Context: an optimization exercise on an open-source flow, tuned for a short achievable clock period and few clock cycles. The choices shown serve that exercise and are no tape-out recipe.
In this exercise RTL edits were held to simulation tests only and were not proved equivalent to the original.
No activity file was given, so power comes from the tool's default toggle rates.

==> job 8442: inputs <==
==> flow/design.v (excerpt) <==
module e20_core (
    input  wire        clk,
    input  wire        rst,          
    output reg         mem_req,
    output reg         mem_we,
    output reg  [12:0] mem_addr,
    output reg  [15:0] mem_wdata,
    input  wire        mem_gnt,
    input  wire        mem_rvalid,
    input  wire [15:0] mem_rdata,
    output reg         halted
);
Settings: LEC_CHECK=0, ABC_CLOCK_PERIOD_IN_PS=3000, CAP_MARGIN=20, CORE_MARGIN=2, CORE_UTILIZATION=30, PLACE_DENSITY=0.5, SETUP_SLACK_MARGIN=5, SLEW_MARGIN=20; clock period 8.0 ns.
run.sh (not shown) runs the stock make flow with config.mk's settings and CLKGATE_MAP_FILE= SYNTH_SCRIPT=/design/flow/synth_recipe.tcl, a recipe that flattens the netlist after the stock synthesis.
==> job 4571 (differences from job 8442) <==
--- a/flow/design.v
+++ b/flow/design.v
@@ -95,32 +95,29 @@
     always @(*) begin
         if (w_jump)      w_tgt = w[12:0];
         else if (w_jeqb) w_tgt = w_btgt;
         else             w_tgt = ras;
     end
-    wire [12:0] w_alt = (w_op == OP_JEQ) ? (w_jeqb ? w_npc : w_btgt) :
-                        (arr_bp ? arr_bt : ras);
+    wire [12:0] w_alt = w[15] ? w_btgt : (arr_bp ? arr_bt : ras);
     wire        w_usea = ~w_jump;
     wire        w_useb = w_rrr || (w_op == OP_SW) || (w_op == OP_JEQ);
     wire        w_wr   = w_rrr ? (w[3:0] <= 4'd4) :
                          (w_op != OP_J) && (w_op != OP_SW) && (w_op != OP_JEQ);
     wire [2:0]  w_dst  = w_rrr ? w[6:4] : (w_op == OP_JAL) ? 3'd7 : w[9:7];
     wire [7:1]  w_hm   = (w_usea ? rbit(w[12:10]) : 7'd0) |
                          (w_useb ? rbit(w[9:7])   : 7'd0) |
                          (w_wr   ? rbit(w_dst)    : 7'd0);
     reg        x_valid;
-    reg [12:0] x_pc, x_npc, x_alt;
+    reg [12:0] x_pc, x_npc, x_alt;    
     reg        x_pred;
     reg [15:0] xa, xb, xo;        
     reg        xci;               
     reg        x_wr;              
     reg [2:0]  x_dst;
     reg [7:1]  x_lwb;             
     reg        s_sum, s_or, s_and, s_lt, s_npc;
     reg        x_lw, x_sw, x_halt, x_jr, x_jeq;
-    reg        x_eq;              
-    reg        x_jrok;            
     wire [16:0] x_add = {1'b0, xa} + {1'b0, xo} + {16'd0, xci};
     wire [15:0] x_sum = x_add[15:0];
     wire        x_lt  = ~x_add[16];
     wire [15:0] x_res = ({16{s_sum}} & x_sum) |
                         ({16{s_or}} & (xa | xb)) | ({16{s_and}} & (xa & xb)) |
@@ -129,14 +126,16 @@
     wire x_stall = x_valid & (((x_mem | x_halt) & port_busy) | (x_lw & nf_hi));
     wire smc_x   = st_new & x_valid & (x_pc == mem_addr);
     wire smc_hit = smc_x | smc_q;
     wire x_go    = x_valid & ~x_stall & ~smc_hit & ~halted;
     wire x_we    = x_valid & x_wr & ~smc_hit;
+    wire x_eq    = (xa == xb);
+    wire x_jrok  = (xa[12:0] == x_alt);
     wire jeq_mp  = x_jeq & (x_eq != x_pred);
     wire jr_mp   = x_jr & ~(x_pred & x_jrok);
     wire x_red   = x_valid & ~smc_hit & ~halted & (jeq_mp | jr_mp);
-    wire [12:0] x_tgt = x_jr ? xa[12:0] : x_alt;
+    wire [12:0] x_tgt = x_jr ? xa[12:0] : x_pred ? x_npc : x_alt;
     wire        flush     = x_red | smc_hit;
     wire [12:0] flush_tgt = smc_x ? st_npc : smc_q ? smc_tgt : x_tgt;
     wire        do_halt   = x_go & x_halt;
     reg smc_m;
     reg [12:0] smc_tgt, f_old;
@@ -174,11 +173,12 @@
     wire [7:1] arr_bit = arr_load ? rbit(arr_dst) : 7'd0;
     wire       h_x     = x_valid & |(rhm & x_lwb);
     wire       h_all   = |(rhm & pmask);
     wire       h_ex    = |(rhm & pmask & ~rbit(arr_dst));
     wire       r_haz   = h_x | (arr_load ? h_ex : h_all);
-    wire r_go = r_valid & ~r_haz & ~x_stall & ~flush & ~halted;
+    wire r_gon = r_valid & ~r_haz & ~x_stall & ~halted;    
+    wire r_go  = r_gon & ~flush;
     wire [15:0] ra_v = (x_wr && x_valid && x_dst == r_a) ? x_res :
                        (arr_load && arr_dst == r_a && r_a != 3'd0) ? mem_rdata : rf_rd(r_a, rf);
     wire [15:0] rb_v = (x_wr && x_valid && x_dst == r_b) ? x_res :
                        (arr_load && arr_dst == r_b && r_b != 3'd0) ? mem_rdata : rf_rd(r_b, rf);
     wire d_red  = arr_fetch & ~flush & (arr_bp ? ~w_red : w_red);
@@ -201,11 +201,11 @@
     end
     wire        bt_hit = |bt_m;
     wire [12:0] bt_tgt = bt_retk ? ras : bt_t;
     wire        bt_use = fetch_acc & bt_hit;
     wire q_push = arr_fetch & ~flush;
-    wire r_free = r_go | ~rv;                 
+    wire r_free = r_gon | ~rv;                
     wire b_pop  = r_free & q_v[qh];           
     wire b_push = q_push & ~(r_free & ~q_v[qh]);   
     wire want_fetch = ~halted & ~(x_valid & x_halt) &
                       (nq <= 4'd2) &
                       ((nf <= 4'd1) | ((nf == 4'd2) & ~rd_acc));
@@ -318,24 +318,25 @@
                         f_bp[i]            <= bt_use;
                         f_bt[i*13 +: 13]   <= bt_tgt;
                     end
                 end
             end
+            if (r_free) begin
+                ri    <= q_v[qh] ? q_ins[qh*16 +: 16] : w;
+                rp    <= q_v[qh] ? q_pc[qh*13 +: 13]  : arr_pc;
+                ralt  <= q_v[qh] ? q_alt[qh*13 +: 13] : w_alt;
+                rpred <= q_v[qh] ? q_pred[qh]         : w_red;
+                rhm   <= q_v[qh] ? q_hm[qh*7 +: 7]    : w_hm;
+            end
             if (flush) begin
                 rv  <= 1'b0;
                 nq  <= 4'd0;
                 qtl <= qh;
                 q_v <= {QN{1'b0}};
             end else begin
-                if (r_free) begin
+                if (r_free)
                     rv    <= q_v[qh] | q_push;
-                    ri    <= q_v[qh] ? q_ins[qh*16 +: 16] : w;
-                    rp    <= q_v[qh] ? q_pc[qh*13 +: 13]  : arr_pc;
-                    ralt  <= q_v[qh] ? q_alt[qh*13 +: 13] : w_alt;
-                    rpred <= q_v[qh] ? q_pred[qh]         : w_red;
-                    rhm   <= q_v[qh] ? q_hm[qh*7 +: 7]    : w_hm;
-                end
                 nq <= b_pop ? (b_push ? nq : nq_m1) : (b_push ? nq_p1 : nq);
                 if (b_pop) begin
                     qh      <= qh + 3'd1;
                     q_v[qh] <= 1'b0;
                 end
@@ -370,12 +371,10 @@
                 x_lw    <= (r_op == OP_LW);
                 x_sw    <= (r_op == OP_SW);
                 x_halt  <= (r_op == OP_J) && (r_ins[12:0] == r_pc);
                 x_jr    <= r_rrr & (r_func == 4'b1000);
                 x_jeq   <= (r_op == OP_JEQ) && (r_ins[6:0] != 7'd0);
-                x_eq    <= (ra_v == rb_v);
-                x_jrok  <= (ra_v[12:0] == ralt);
             end
             if (smc_hit) x_valid <= 1'b0;
             if (x_we)
                 rf[x_dst*16 +: 16] <= x_res;
             if (arr_load && arr_dst != 3'd0)
CORE_UTILIZATION = 45   (was 30)
PLACE_DENSITY = 0.65   (was 0.5)
==> job 9256 (differences from job 8442) <==
--- a/flow/design.v
+++ b/flow/design.v
@@ -11,12 +11,13 @@
     output reg         halted
 );
     localparam [2:0] OP_RRR  = 3'b000, OP_ADDI = 3'b001, OP_J   = 3'b010,
                      OP_JAL  = 3'b011, OP_LW   = 3'b100, OP_SW  = 3'b101,
                      OP_JEQ  = 3'b110, OP_SLTI = 3'b111;
-    localparam integer QN = 8;    
-    localparam integer FN = 8;    
+    localparam integer QB = 2;         
+    localparam integer QN = 1 << QB;   
+    localparam integer FN = 4;         
     localparam integer BN = 8;    
     reg        m_data;            
     reg [2:0]  m_ldst;            
     reg [12:0] fpc;               
     reg        st_new;            
@@ -48,11 +49,11 @@
     reg [15:0]      ri;
     reg [12:0]      rp, ralt;
     reg             rpred;
     reg [7:1]       rhm;
     reg [3:0]       nq;
-    reg [2:0]       qh, qtl;      
+    reg [QB-1:0]    qh, qtl;      
     reg [QN-1:0]    q_v;
     reg [16*QN-1:0] q_ins;
     reg [13*QN-1:0] q_pc;
     reg [13*QN-1:0] q_alt;        
     reg [QN-1:0]    q_pred;       
@@ -95,32 +96,29 @@
     always @(*) begin
         if (w_jump)      w_tgt = w[12:0];
         else if (w_jeqb) w_tgt = w_btgt;
         else             w_tgt = ras;
     end
-    wire [12:0] w_alt = (w_op == OP_JEQ) ? (w_jeqb ? w_npc : w_btgt) :
-                        (arr_bp ? arr_bt : ras);
+    wire [12:0] w_alt = w[15] ? w_btgt : (arr_bp ? arr_bt : ras);
     wire        w_usea = ~w_jump;
     wire        w_useb = w_rrr || (w_op == OP_SW) || (w_op == OP_JEQ);
     wire        w_wr   = w_rrr ? (w[3:0] <= 4'd4) :
                          (w_op != OP_J) && (w_op != OP_SW) && (w_op != OP_JEQ);
     wire [2:0]  w_dst  = w_rrr ? w[6:4] : (w_op == OP_JAL) ? 3'd7 : w[9:7];
     wire [7:1]  w_hm   = (w_usea ? rbit(w[12:10]) : 7'd0) |
                          (w_useb ? rbit(w[9:7])   : 7'd0) |
                          (w_wr   ? rbit(w_dst)    : 7'd0);
     reg        x_valid;
-    reg [12:0] x_pc, x_npc, x_alt;
+    reg [12:0] x_pc, x_npc, x_alt;    
     reg        x_pred;
     reg [15:0] xa, xb, xo;        
     reg        xci;               
     reg        x_wr;              
     reg [2:0]  x_dst;
     reg [7:1]  x_lwb;             
     reg        s_sum, s_or, s_and, s_lt, s_npc;
     reg        x_lw, x_sw, x_halt, x_jr, x_jeq;
-    reg        x_eq;              
-    reg        x_jrok;            
     wire [16:0] x_add = {1'b0, xa} + {1'b0, xo} + {16'd0, xci};
     wire [15:0] x_sum = x_add[15:0];
     wire        x_lt  = ~x_add[16];
     wire [15:0] x_res = ({16{s_sum}} & x_sum) |
                         ({16{s_or}} & (xa | xb)) | ({16{s_and}} & (xa & xb)) |
@@ -129,14 +127,16 @@
     wire x_stall = x_valid & (((x_mem | x_halt) & port_busy) | (x_lw & nf_hi));
     wire smc_x   = st_new & x_valid & (x_pc == mem_addr);
     wire smc_hit = smc_x | smc_q;
     wire x_go    = x_valid & ~x_stall & ~smc_hit & ~halted;
     wire x_we    = x_valid & x_wr & ~smc_hit;
+    wire x_eq    = (xa == xb);
+    wire x_jrok  = (xa[12:0] == x_alt);
     wire jeq_mp  = x_jeq & (x_eq != x_pred);
     wire jr_mp   = x_jr & ~(x_pred & x_jrok);
     wire x_red   = x_valid & ~smc_hit & ~halted & (jeq_mp | jr_mp);
-    wire [12:0] x_tgt = x_jr ? xa[12:0] : x_alt;
+    wire [12:0] x_tgt = x_jr ? xa[12:0] : x_pred ? x_npc : x_alt;
     wire        flush     = x_red | smc_hit;
     wire [12:0] flush_tgt = smc_x ? st_npc : smc_q ? smc_tgt : x_tgt;
     wire        do_halt   = x_go & x_halt;
     reg smc_m;
     reg [12:0] smc_tgt, f_old;
@@ -174,11 +174,12 @@
     wire [7:1] arr_bit = arr_load ? rbit(arr_dst) : 7'd0;
     wire       h_x     = x_valid & |(rhm & x_lwb);
     wire       h_all   = |(rhm & pmask);
     wire       h_ex    = |(rhm & pmask & ~rbit(arr_dst));
     wire       r_haz   = h_x | (arr_load ? h_ex : h_all);
-    wire r_go = r_valid & ~r_haz & ~x_stall & ~flush & ~halted;
+    wire r_gon = r_valid & ~r_haz & ~x_stall & ~halted;    
+    wire r_go  = r_gon & ~flush;
     wire [15:0] ra_v = (x_wr && x_valid && x_dst == r_a) ? x_res :
                        (arr_load && arr_dst == r_a && r_a != 3'd0) ? mem_rdata : rf_rd(r_a, rf);
     wire [15:0] rb_v = (x_wr && x_valid && x_dst == r_b) ? x_res :
                        (arr_load && arr_dst == r_b && r_b != 3'd0) ? mem_rdata : rf_rd(r_b, rf);
     wire d_red  = arr_fetch & ~flush & (arr_bp ? ~w_red : w_red);
@@ -201,15 +202,15 @@
     end
     wire        bt_hit = |bt_m;
     wire [12:0] bt_tgt = bt_retk ? ras : bt_t;
     wire        bt_use = fetch_acc & bt_hit;
     wire q_push = arr_fetch & ~flush;
-    wire r_free = r_go | ~rv;                 
+    wire r_free = r_gon | ~rv;                
     wire b_pop  = r_free & q_v[qh];           
     wire b_push = q_push & ~(r_free & ~q_v[qh]);   
     wire want_fetch = ~halted & ~(x_valid & x_halt) &
-                      (nq <= 4'd2) &
+                      (nq <= 4'd1) &
                       ((nf <= 4'd1) | ((nf == 4'd2) & ~rd_acc));
     reg [12:0] fpc_n;
     always @(*) begin
         if (flush)          fpc_n = flush_tgt;
         else if (d_red)     fpc_n = d_tgt;
@@ -233,12 +234,12 @@
             smc_q    <= 1'b0;
             nf       <= 4'd0;
             nf_hi    <= 1'b0;
             nf_nz    <= 1'b0;
             nq       <= 4'd0;
-            qh       <= 3'd0;
-            qtl      <= 3'd0;
+            qh       <= {QB{1'b0}};
+            qtl      <= {QB{1'b0}};
             rv       <= 1'b0;
             q_v      <= {QN{1'b0}};
             x_valid  <= 1'b0;
             pmask    <= 7'd0;
             ras      <= 13'd0;
@@ -283,11 +284,11 @@
                 b_ret[b_ptr]          <= l_ret;
                 b_call[b_ptr]         <= l_call;
                 b_ptr                 <= b_ptr + 3'd1;
             end
             nf    <= nf_n;
-            nf_hi <= (nf_n > 4'd4);
+            nf_hi <= (nf_n > 4'd2);
             nf_nz <= (nf_n != 4'd0);
             for (i = 0; i < FN; i = i + 1) begin
                 if (arr) begin
                     if (i + 1 < FN && i + 1 < nf) begin
                         f_ld[i]            <= f_ld[i+1];
@@ -318,31 +319,32 @@
                         f_bp[i]            <= bt_use;
                         f_bt[i*13 +: 13]   <= bt_tgt;
                     end
                 end
             end
+            if (r_free) begin
+                ri    <= q_v[qh] ? q_ins[qh*16 +: 16] : w;
+                rp    <= q_v[qh] ? q_pc[qh*13 +: 13]  : arr_pc;
+                ralt  <= q_v[qh] ? q_alt[qh*13 +: 13] : w_alt;
+                rpred <= q_v[qh] ? q_pred[qh]         : w_red;
+                rhm   <= q_v[qh] ? q_hm[qh*7 +: 7]    : w_hm;
+            end
             if (flush) begin
                 rv  <= 1'b0;
                 nq  <= 4'd0;
                 qtl <= qh;
                 q_v <= {QN{1'b0}};
             end else begin
-                if (r_free) begin
+                if (r_free)
                     rv    <= q_v[qh] | q_push;
-                    ri    <= q_v[qh] ? q_ins[qh*16 +: 16] : w;
-                    rp    <= q_v[qh] ? q_pc[qh*13 +: 13]  : arr_pc;
-                    ralt  <= q_v[qh] ? q_alt[qh*13 +: 13] : w_alt;
-                    rpred <= q_v[qh] ? q_pred[qh]         : w_red;
-                    rhm   <= q_v[qh] ? q_hm[qh*7 +: 7]    : w_hm;
-                end
                 nq <= b_pop ? (b_push ? nq : nq_m1) : (b_push ? nq_p1 : nq);
                 if (b_pop) begin
-                    qh      <= qh + 3'd1;
+                    qh      <= qh + 1'b1;
                     q_v[qh] <= 1'b0;
                 end
                 if (b_push) begin
-                    qtl                   <= qtl + 3'd1;
+                    qtl                   <= qtl + 1'b1;
                     q_v[qtl]              <= 1'b1;
                 end
                 q_ins[qtl*16 +: 16]   <= w;
                 q_pc[qtl*13 +: 13]    <= arr_pc;
                 q_alt[qtl*13 +: 13]   <= w_alt;
@@ -370,12 +372,10 @@
                 x_lw    <= (r_op == OP_LW);
                 x_sw    <= (r_op == OP_SW);
                 x_halt  <= (r_op == OP_J) && (r_ins[12:0] == r_pc);
                 x_jr    <= r_rrr & (r_func == 4'b1000);
                 x_jeq   <= (r_op == OP_JEQ) && (r_ins[6:0] != 7'd0);
-                x_eq    <= (ra_v == rb_v);
-                x_jrok  <= (ra_v[12:0] == ralt);
             end
             if (smc_hit) x_valid <= 1'b0;
             if (x_we)
                 rf[x_dst*16 +: 16] <= x_res;
             if (arr_load && arr_dst != 3'd0)
==> notes.md <==
The highest clock skew belongs to job 9256, the lowest to job 8442.
Against job 9256, the combinational power of job 8442 is higher by 50%.
Final cell count: job 9256 < job 4571 < job 8442.
Worst setup slack: job 4571 > job 9256 > job 8442.
Of job 4571 and job 9256, job 4571 has the higher final area (gap about 33%, measured against job 9256).
Job 9256 ran to the end with no violations. Job 8442 finished with timing, DRC and antenna clean. Job 4571 completed, yet does not pass: capacitance limit, slew limit.
==> figures <==
Non-clock inverter total of the final layout: job 9256 272; job 8442 107; job 4571 166
Status: job 9256 finished clean; job 8442 finished clean; job 4571 finished with violations
Layout check failures: job 9256 -; job 8442 -; job 4571 capacitance limit, slew limit
Relative contribution of combinational cells to total power: job 9256 0.261; job 8442 0.277; job 4571 0.255
Area of the mapped netlist: job 9256 57300 um2; job 8442 75100 um2; job 4571 76700 um2
Worst setup slack for register-to-register paths: job 9256 4.56 ns; job 8442 4.44 ns; job 4571 4.60 ns
Vertical extent of the die: job 9256 441 um; job 8442 504 um; job 4571 417 um
Final-layout clock buffer total: job 9256 172; job 8442 215; job 4571 206
Count of multi-input combinational gates: job 9256 3663; job 8442 4712; job 4571 5043
Area of the multi-input gates: job 9256 29400 um2; job 8442 36300 um2; job 4571 38700 um2
Wire length the detailed router placed on met1: job 9256 99700 um; job 8442 131000 um; job 4571 122000 um
Worst EP required: job 9256 8.62 ns; job 8442 8.75 ns; job 4571 8.73 ns
Mux cell area share after synthesis: job 9256 0.0783; job 8442 0.0712; job 4571 0.0673
Testbench counts of job 8442, summed over its fixed seeds: cycles 269,996.
Testbench counts of job 4571, summed over its fixed seeds: cycles 269,996.
Testbench counts of job 9256, summed over its fixed seeds: cycles 271,839.

-- re-timing with driven ports --
No port has a modelled driver above. Below, the same layouts with a new extraction and two added sets of constraints.
Step 1, drivers: a clkbuf_16 drives clk and a buf_2 each remaining input, both assumed.
Step 2 moves the port delays by t, midway between the first and last clock arrival at a register: inputs arrive t later, outputs are due t later. That takes back most of the time a late clock gives input paths.
a / b / c = ideal / step 1 / step 2; a / b = the first two.
| run | t (ns) | slack for setup (ns) | worst hold slack (ns) | clock arrival spread, ns | slew at the worst register clock pin (ns) |
|---|---|---|---|---|---|
| job 8442 | 0.946 | 4.368 / 4.322 / 3.376 | 0.428 / 0.428 / 0.428 | 0.040 / 0.040 | 0.07 / 0.07 |
| job 4571 | 0.921 | 4.548 / 4.501 / 3.580 | 0.400 / 0.400 / 0.400 | 0.049 / 0.049 | 0.07 / 0.07 |
| job 9256 | 0.856 | 4.387 / 4.441 / 3.585 | 0.419 / 0.419 / 0.419 | 0.089 / 0.089 | 0.07 / 0.07 |
For job 8442, which loses most, drivers alone change the setup slack by -0.046 ns; drivers and shift together by -0.992 ns.
